This design comes from an exercise in tuning for small area, a short achievable clock period and few clock cycles per item on the open sky130 flow, not from production work. Where RTL was checked, it was by simulation tests only, not by an equivalence proof against the original. Power and IR drop assume default switching activity.

Setup of job 101:
==> flow/design.v (excerpt) <==
module idt_frame_decoder (
    input  wire        clk,
    input  wire        rst,         
    input  wire        tailoff,     
    input  wire        in_valid,
    input  wire [7:0]  in_data,
    input  wire        in_last,
    output wire        in_ready,
    output reg         res_valid,
    output wire [31:0] res_info,    
    output wire [31:0] res_crc,     
    output wire [31:0] res_len,     
    output wire [31:0] res_addr,    
    output wire [8:0]  rx_track,    
    output wire [15:0] rx_cnt       
);
    localparam [2:0] C_OK = 3'd0, C_NO_DELIM = 3'd1, C_BAD_LEN = 3'd2,
                     C_BAD_CRC = 3'd3, C_BAD_COMPL = 3'd4, C_SEQ_ERR = 3'd5;
    localparam [1:0] T_NONE = 2'd0, T_HEAD = 2'd1, T_DATA = 2'd2, T_TAIL = 2'd3;
    function [15:0] crc_table;
        input [7:0] i;
        integer k;
        reg [15:0] r;
        begin
            r = {i, 8'h00};
            for (k = 0; k < 8; k = k + 1)
                r = r[15] ? ((r << 1) ^ 16'h1021) : (r << 1);
            crc_table = r;
        end
    endfunction
    function [15:0] crc_step;
        input [15:0] c;
        input [7:0]  b;
        begin
            crc_step = {c[7:0], 8'h00} ^ crc_table(c[15:8] ^ b);
        end
    endfunction
    reg         fresh;           
    reg  [10:0] q;
    reg         qz, qh;          
    reg         hd;              
    reg         da, ed;          
    reg         cs;              
    reg  [7:0]  n;               
    reg         co;              
    reg  [15:0] acc;             
    reg  [7:0]  d1, d2;          
    reg  [63:0] hl;              
    reg  [7:0]  rx_exp;
    reg         rx_inxfer;
    reg  [15:0] rx_count;
    reg         pend;            
    reg         rdy;             
    reg         s_cs;            
    reg         s_hi, s_lo;      
    reg         s_co;            
    reg         s_seq;           
    reg  [2:0]  r_code;
    reg  [1:0]  r_type;
    assign in_ready = rdy;
    assign rx_track = {rx_inxfer, rx_exp};
    assign rx_cnt   = rx_count;
    assign res_info = {5'd0, q, n, 1'b0, r_code, 2'b00, r_type};
    assign res_crc  = {acc, d2, d1};
    assign res_len  = hl[63:32];
    assign res_addr = hl[31:0];
    wire       accept = in_valid && rdy;
    wire       done   = accept && in_last;
    wire [7:0] b  = in_data;
    wire q_lo0 = qz;
    wire q_hi1 = qh;
  ...
Size in the first run: roughly 800 cells after synthesis, about 170 I/O pins.
Settings: LEC_CHECK=0, CAP_MARGIN=20, CORE_MARGIN=2, CORE_UTILIZATION=55, CTS_BUF_LIST=sky130_fd_sc_hd__clkbuf_8, SETUP_SLACK_MARGIN=2.2, SLEW_MARGIN=20; clock period 4.0 ns.
standard.sh (not shown) runs the stock make flow with config.mk's settings and CLKGATE_MAP_FILE= SYNTH_SCRIPT=/design/flow/synth_recipe.tcl, a recipe that flattens the netlist after the stock synthesis.
==> flow/flow/run.sh <==
#!/bin/bash
set -euo pipefail
bash standard.sh BUFFER_PORTS_ARGS="-buffer_cell sky130_fd_sc_hd__buf_1" finish > flow_make.log 2>&1
The following lists how job 102 was set up differently from job 101:
# job 101
export LEC_CHECK = 0
export CAP_MARGIN = 20
export CORE_MARGIN = 2
export CORE_UTILIZATION = 55
export CTS_BUF_LIST = sky130_fd_sc_hd__clkbuf_8
export SETUP_SLACK_MARGIN = 2.2
export SLEW_MARGIN = 20
create_clock -name core_clock -period 4.0 [get_ports {clk}]
# job 102
export LEC_CHECK = 0
export CAP_MARGIN = 20
export CORE_MARGIN = 2
export CORE_UTILIZATION = 65
export CTS_BUF_LIST = sky130_fd_sc_hd__clkbuf_8
export SETUP_SLACK_MARGIN = 2.1
export SLEW_MARGIN = 20
create_clock -name core_clock -period 4.0 [get_ports {clk}]
==> comparison <==
In job 102, the final worst hold slack came out 0.0068 ns below the value in job 101. Job 101 → job 102: die area went down 0.0020 mm2, starting density of the core saw an increase, final core utilization has increased, relative contribution of combinational cells to total power fell 2.4 points, die height down about 8%. Job 102 reports its start point of the critical path as rdy while job 101 reports rx_exp[4]. The final reports for job 102 and job 101 show power density of the placed cells higher in the former. In job 102 relative to job 101, routability congestion estimate from global placement had gone up by a little under 10%.
What job 103 does differently from job 102 at the input level:
==> flow/flow/run.sh <==
#!/bin/bash
set -euo pipefail
here=$(pwd)
bash standard.sh BUFFER_PORTS_ARGS="-buffer_cell sky130_fd_sc_hd__buf_1" \
    POST_GLOBAL_PLACE_TCL="$here/flow/post_gpl.tcl" finish > flow_make.log 2>&1
==> flow/flow/post_gpl.tcl (new file) <==
# Size up the buffers that buffer_ports put on the input ports.
set n 0
foreach port [get_ports -filter "direction == input"] {
  set pname [get_full_name $port]
  if {$pname eq "clk"} { continue }
  foreach pin [get_pins -of_objects [get_nets -of_objects $port]] {
    set inst [get_cells -of_objects $pin]
    set iname [get_full_name $inst]
    set master [get_property $inst ref_name]
    if {[string match "input*" $iname] && [string match "sky130_fd_sc_hd__buf_*" $master]} {
      replace_cell $inst sky130_fd_sc_hd__buf_4
      incr n
    }
  }
}
puts "post_gpl: sized up $n input port buffers"
==> run summary <==
- | area share of fa/ha/maj cells after synthesis | job 102 vs job 103 | ≈ equal |
- Seen in the log of job 103: STA-0100 during global placement, after which the run never completed.
- Number of enable flip-flop cells after synthesis: job 102 vs job 103 identical
- Comparing job 102 against job 103, there is no change at all in post-synthesis share of cell area spent on and, or, nand and nor gates.
- Delta (job 103 minus job 102): area after synthesis closely matched the old numbers; complex-gate fraction of the synthesized area roughly the same; die height stayed essentially flat.
Function was not checked in any run of this note: the RTL went through the layout flow alone.


v6:
The RTL this note starts from:
==> flow/design.v <==
module idt_frame_decoder (
    input  wire        clk,
    input  wire        rst,         
    input  wire        tailoff,     
    input  wire        in_valid,
    input  wire [7:0]  in_data,
    input  wire        in_last,
    output wire        in_ready,
    output reg         res_valid,
    output wire [31:0] res_info,    
    output wire [31:0] res_crc,     
    output wire [31:0] res_len,     
    output wire [31:0] res_addr,    
    output wire [8:0]  rx_track,    
    output wire [15:0] rx_cnt       
);
    localparam [2:0] C_OK = 3'd0, C_NO_DELIM = 3'd1, C_BAD_LEN = 3'd2,
                     C_BAD_CRC = 3'd3, C_BAD_COMPL = 3'd4, C_SEQ_ERR = 3'd5;
    localparam [1:0] T_NONE = 2'd0, T_HEAD = 2'd1, T_DATA = 2'd2, T_TAIL = 2'd3;
    function [15:0] crc_table;
        input [7:0] i;
        integer k;
        reg [15:0] r;
        begin
            r = {i, 8'h00};
            for (k = 0; k < 8; k = k + 1)
                r = r[15] ? ((r << 1) ^ 16'h1021) : (r << 1);
            crc_table = r;
        end
    endfunction
    function [15:0] crc_step;
        input [15:0] c;
        input [7:0]  b;
        begin
            crc_step = {c[7:0], 8'h00} ^ crc_table(c[15:8] ^ b);
        end
    endfunction
    reg         fresh;           
    reg  [10:0] q;
    reg         hd;              
    reg         da, ed;          
    reg  [7:0]  n;               
    reg         co;              
    reg  [15:0] acc;             
    reg  [7:0]  d1, d2;          
    reg  [7:0]  hl [4:11];       
    reg  [7:0]  rx_exp;
    reg         rx_inxfer;
    reg  [15:0] rx_count;
    reg         pend;            
    reg  [2:0]  r_code;
    reg  [1:0]  r_type;
    reg         k_crc, k_n, k_chk, k_hl;    
    reg         k_upd;           
    assign in_ready = !pend;
    assign rx_track = {rx_inxfer, rx_exp};
    assign rx_cnt   = rx_count;
    assign res_info = {5'd0, q, n, 1'b0, r_code, 2'b00, r_type};
    assign res_crc  = {acc, d2, d1};
    assign res_len  = {hl[4], hl[5], hl[6], hl[7]};
    assign res_addr = {hl[8], hl[9], hl[10], hl[11]};
    wire       accept = in_valid && !pend;
    wire       last   = in_last;
    wire [7:0] b  = in_data;
    wire [7:0] bz = pend ? 8'h00 : in_data;    
    wire q_lo0 = (q[10:3] == 8'h00);             
    wire q_hi1 = (q[10:2] == 9'h1FF);            
    wire p1    = !fresh && q_hi1 && q[1:0] == 2'd0;
    wire p2    = !fresh && q_hi1 && q[1:0] == 2'd1;
    wire p3    = !fresh && q_hi1 && q[1:0] == 2'd2;
    wire p4    = !fresh && q_hi1 && q[1:0] == 2'd3;    
    wire p13   = !fresh && q == 11'd8;                 
    wire pdat  = p4 || (!fresh && !q[10]);             
    wire over  = !fresh && q[10] && !q_hi1;            
    wire crc_shown = !over && (hd ? p13 : da ? pdat : ed ? p4 : 1'b0);
    wire compl_ok  = hd || co;
    wire data_ok   = rx_inxfer && (n == rx_exp);
    wire tail_ok   = rx_inxfer && (tailoff ? (n == rx_exp) : (n == rx_count[7:0]));
    wire seq_ok    = hd || (da ? data_ok : tail_ok);
    wire crc_ok    = (acc == {d1, b});
    wire hd_n = fresh ? (b == 8'hFE) :
                p1    ? (hd && b == 8'h00) :
                p2    ? (hd && b == 8'hFF) :
                p3    ? (hd && b == 8'h01) : hd;
    wire da_n = fresh ? (b == 8'hDA) : da;
    wire ed_n = fresh ? (b == 8'hED) : ed;
    wire is_head = hd_n && !fresh && !p1 && !p2;       
    wire [1:0] v_type = over    ? T_NONE :
                        is_head ? T_HEAD : da_n ? T_DATA : ed_n ? T_TAIL : T_NONE;
    wire [2:0] v_code = !crc_shown ? ((v_type == T_NONE && !over) ? C_NO_DELIM : C_BAD_LEN) :
                        !crc_ok    ? C_BAD_CRC :
                        !compl_ok  ? C_BAD_COMPL :
                        seq_ok     ? C_OK : C_SEQ_ERR;
    wire v_fld = crc_shown && crc_ok && compl_ok;
    wire [11:4] p_hl;
    assign p_hl[4] = p4;
    genvar g;
    generate
        for (g = 5; g <= 11; g = g + 1) begin : g_phl
            assign p_hl[g] = !fresh && q_lo0 && q[2:0] == (g - 5);
        end
    endgenerate
    integer j;
    always @(posedge clk) begin
        if (accept && last) begin
            r_code <= v_code;
            r_type <= v_type;
            k_crc  <= crc_shown;
            k_n    <= v_fld && !hd;
            k_chk  <= v_fld && da;
            k_hl   <= v_fld && hd;
            k_upd  <= v_fld && seq_ok;
        end
        if (accept) begin
            d2 <= d1;
            q  <= fresh ? 11'd2044 : q + 11'd1;
            hd <= hd_n;
            da <= da_n;
            ed <= ed_n;
            if (p2)
                co <= (b == ~n);
            if (fresh || !last)
                acc <= fresh ? 16'h0000 : crc_step(acc, d1);
        end else if (pend) begin
            if (!k_crc) begin
                d2  <= 8'h00;
                acc <= 16'h0000;
            end
            if (!k_chk)
                q <= 11'd0;
        end
        if ((accept) || (pend && !k_crc))
            d1 <= bz;
        if ((accept && p1) || (pend && !k_n))
            n <= bz;
        for (j = 4; j <= 11; j = j + 1)
            if ((accept && p_hl[j]) || (pend && !k_hl))
                hl[j] <= bz;
        if (rst) begin
            fresh     <= 1'b1;
            pend      <= 1'b0;
            res_valid <= 1'b0;
            rx_exp    <= 8'd1;
            rx_inxfer <= 1'b0;
            rx_count  <= 16'd0;
        end else begin
            pend      <= accept && last;
            res_valid <= pend;
            if (accept)
                fresh <= last;
            if (pend && k_upd) begin
                if (r_type == T_HEAD) begin
                    rx_exp    <= 8'd1;
                    rx_count  <= 16'd0;
                    rx_inxfer <= 1'b1;
                end else if (r_type == T_DATA) begin
                    rx_exp   <= rx_exp + 8'd1;
                    rx_count <= {rx_count[15:8] + {7'd0, rx_exp == 8'd0}, rx_exp};
                end else begin
                    rx_inxfer <= 1'b0;
                end
            end
        end
    end
endmodule
==> flow/config.mk <==
export PLATFORM = sky130hd
export DESIGN_NAME = idt_frame_decoder
export DESIGN_NICKNAME = idt_frame_decoder
export VERILOG_FILES = /design/flow/design.v
export SDC_FILE = /design/flow/constraint.sdc
export NUM_CORES = 4
export LEC_CHECK = 0
export CAP_MARGIN = 20
export CORE_MARGIN = 2
export CORE_UTILIZATION = 40
export SETUP_SLACK_MARGIN = 2.0
export SLEW_MARGIN = 20
==> flow/constraint.sdc <==
create_clock -name core_clock -period 4.0 [get_ports {clk}]
set_input_delay 0.8000 -clock core_clock [delete_from_list [all_inputs] [get_ports {clk}]]
set_output_delay 0.8000 -clock core_clock [all_outputs]
set_load 0.01 [all_outputs]
==> flow/flow/run.sh <==
#!/bin/bash
set -euo pipefail
bash standard.sh BUFFER_PORTS_ARGS="-buffer_cell sky130_fd_sc_hd__buf_1" finish > flow_make.log 2>&1
Testbench counts of v6, summed over its fixed seeds: cycles 135,708, bytes 135,489.
Inputs modified between v6 and v7:
Settings: putting CTS_BUF_LIST at sky130_fd_sc_hd__clkbuf_8 where nothing was set; swapping 2.0 for 2.3 in SETUP_SLACK_MARGIN.
Findings:
Timing, DRC, antenna: 0 failures across v6 and v7. From v6 to v7 the numbers moved as follows: worst setup slack lost 56 ps; cell area picked up an extra about 14%; multi-input gate area in the final layout picked up an extra 17%. As of v7, total power had fallen by more than 10% compared to v6. Total vias in the final route (higher): v7. On achievable clock frequency, v7 does worse than v6. Count of clock-buffer cells in the layout (v7 over v6): decrease, 1. Changes observed in v7 relative to v6: met3 demand-to-capacity share in global routing barely changed, worst slack after detailed placement climbed 140 ps, number of pins with negative max-slew slack in the final report barely changed. When the final numbers for v6 and v7 were put side by side, the fraction of layout cells with a size suffix above 1 turned out to be greater in v7.

==> port drivers added, routing unchanged <==
How much do the figures lean on ideal ports? The routed layouts below were timed once more, with nothing changed but the port constraints. Step 1: set_driving_cell puts a clkbuf_16 on clk and a buf_2 on each other input, an assumption about the parent block. Step 2 moves the port delays by t, midway between the first and last clock arrival at a register: inputs arrive t later, outputs are due t later. That takes back most of the time a late clock gives input paths. Slacks: no drivers / after step 1 / after step 2; pairs: no drivers / after step 1.
| run | t (ns) | slack for setup (ns) | hold slack, ns | latest minus earliest clock arrival (ns) | slew at the worst register clock pin (ns) |
|---|---|---|---|---|---|
| job 101 | 0.488 | 2.168 / 2.133 / 1.806 | 0.429 / 0.429 / 0.429 | 0.007 / 0.008 | 0.09 / 0.09 |
| job 102 | 0.500 | 2.115 / 2.080 / 1.641 | 0.422 / 0.422 / 0.422 | 0.012 / 0.011 | 0.10 / 0.10 |
| v6 | 0.465 | 1.844 / 1.844 / 1.447 | 0.487 / 0.487 / 0.487 | 0.013 / 0.012 | 0.07 / 0.07 |
| v7 | 0.488 | 1.788 / 1.788 / 1.419 | 0.486 / 0.486 / 0.486 | 0.020 / 0.020 | 0.10 / 0.10 |
After both steps setup and hold are still met in every run listed. For job 102, which loses most, drivers alone change the setup slack by -0.035 ns; drivers and shift together by -0.474 ns.
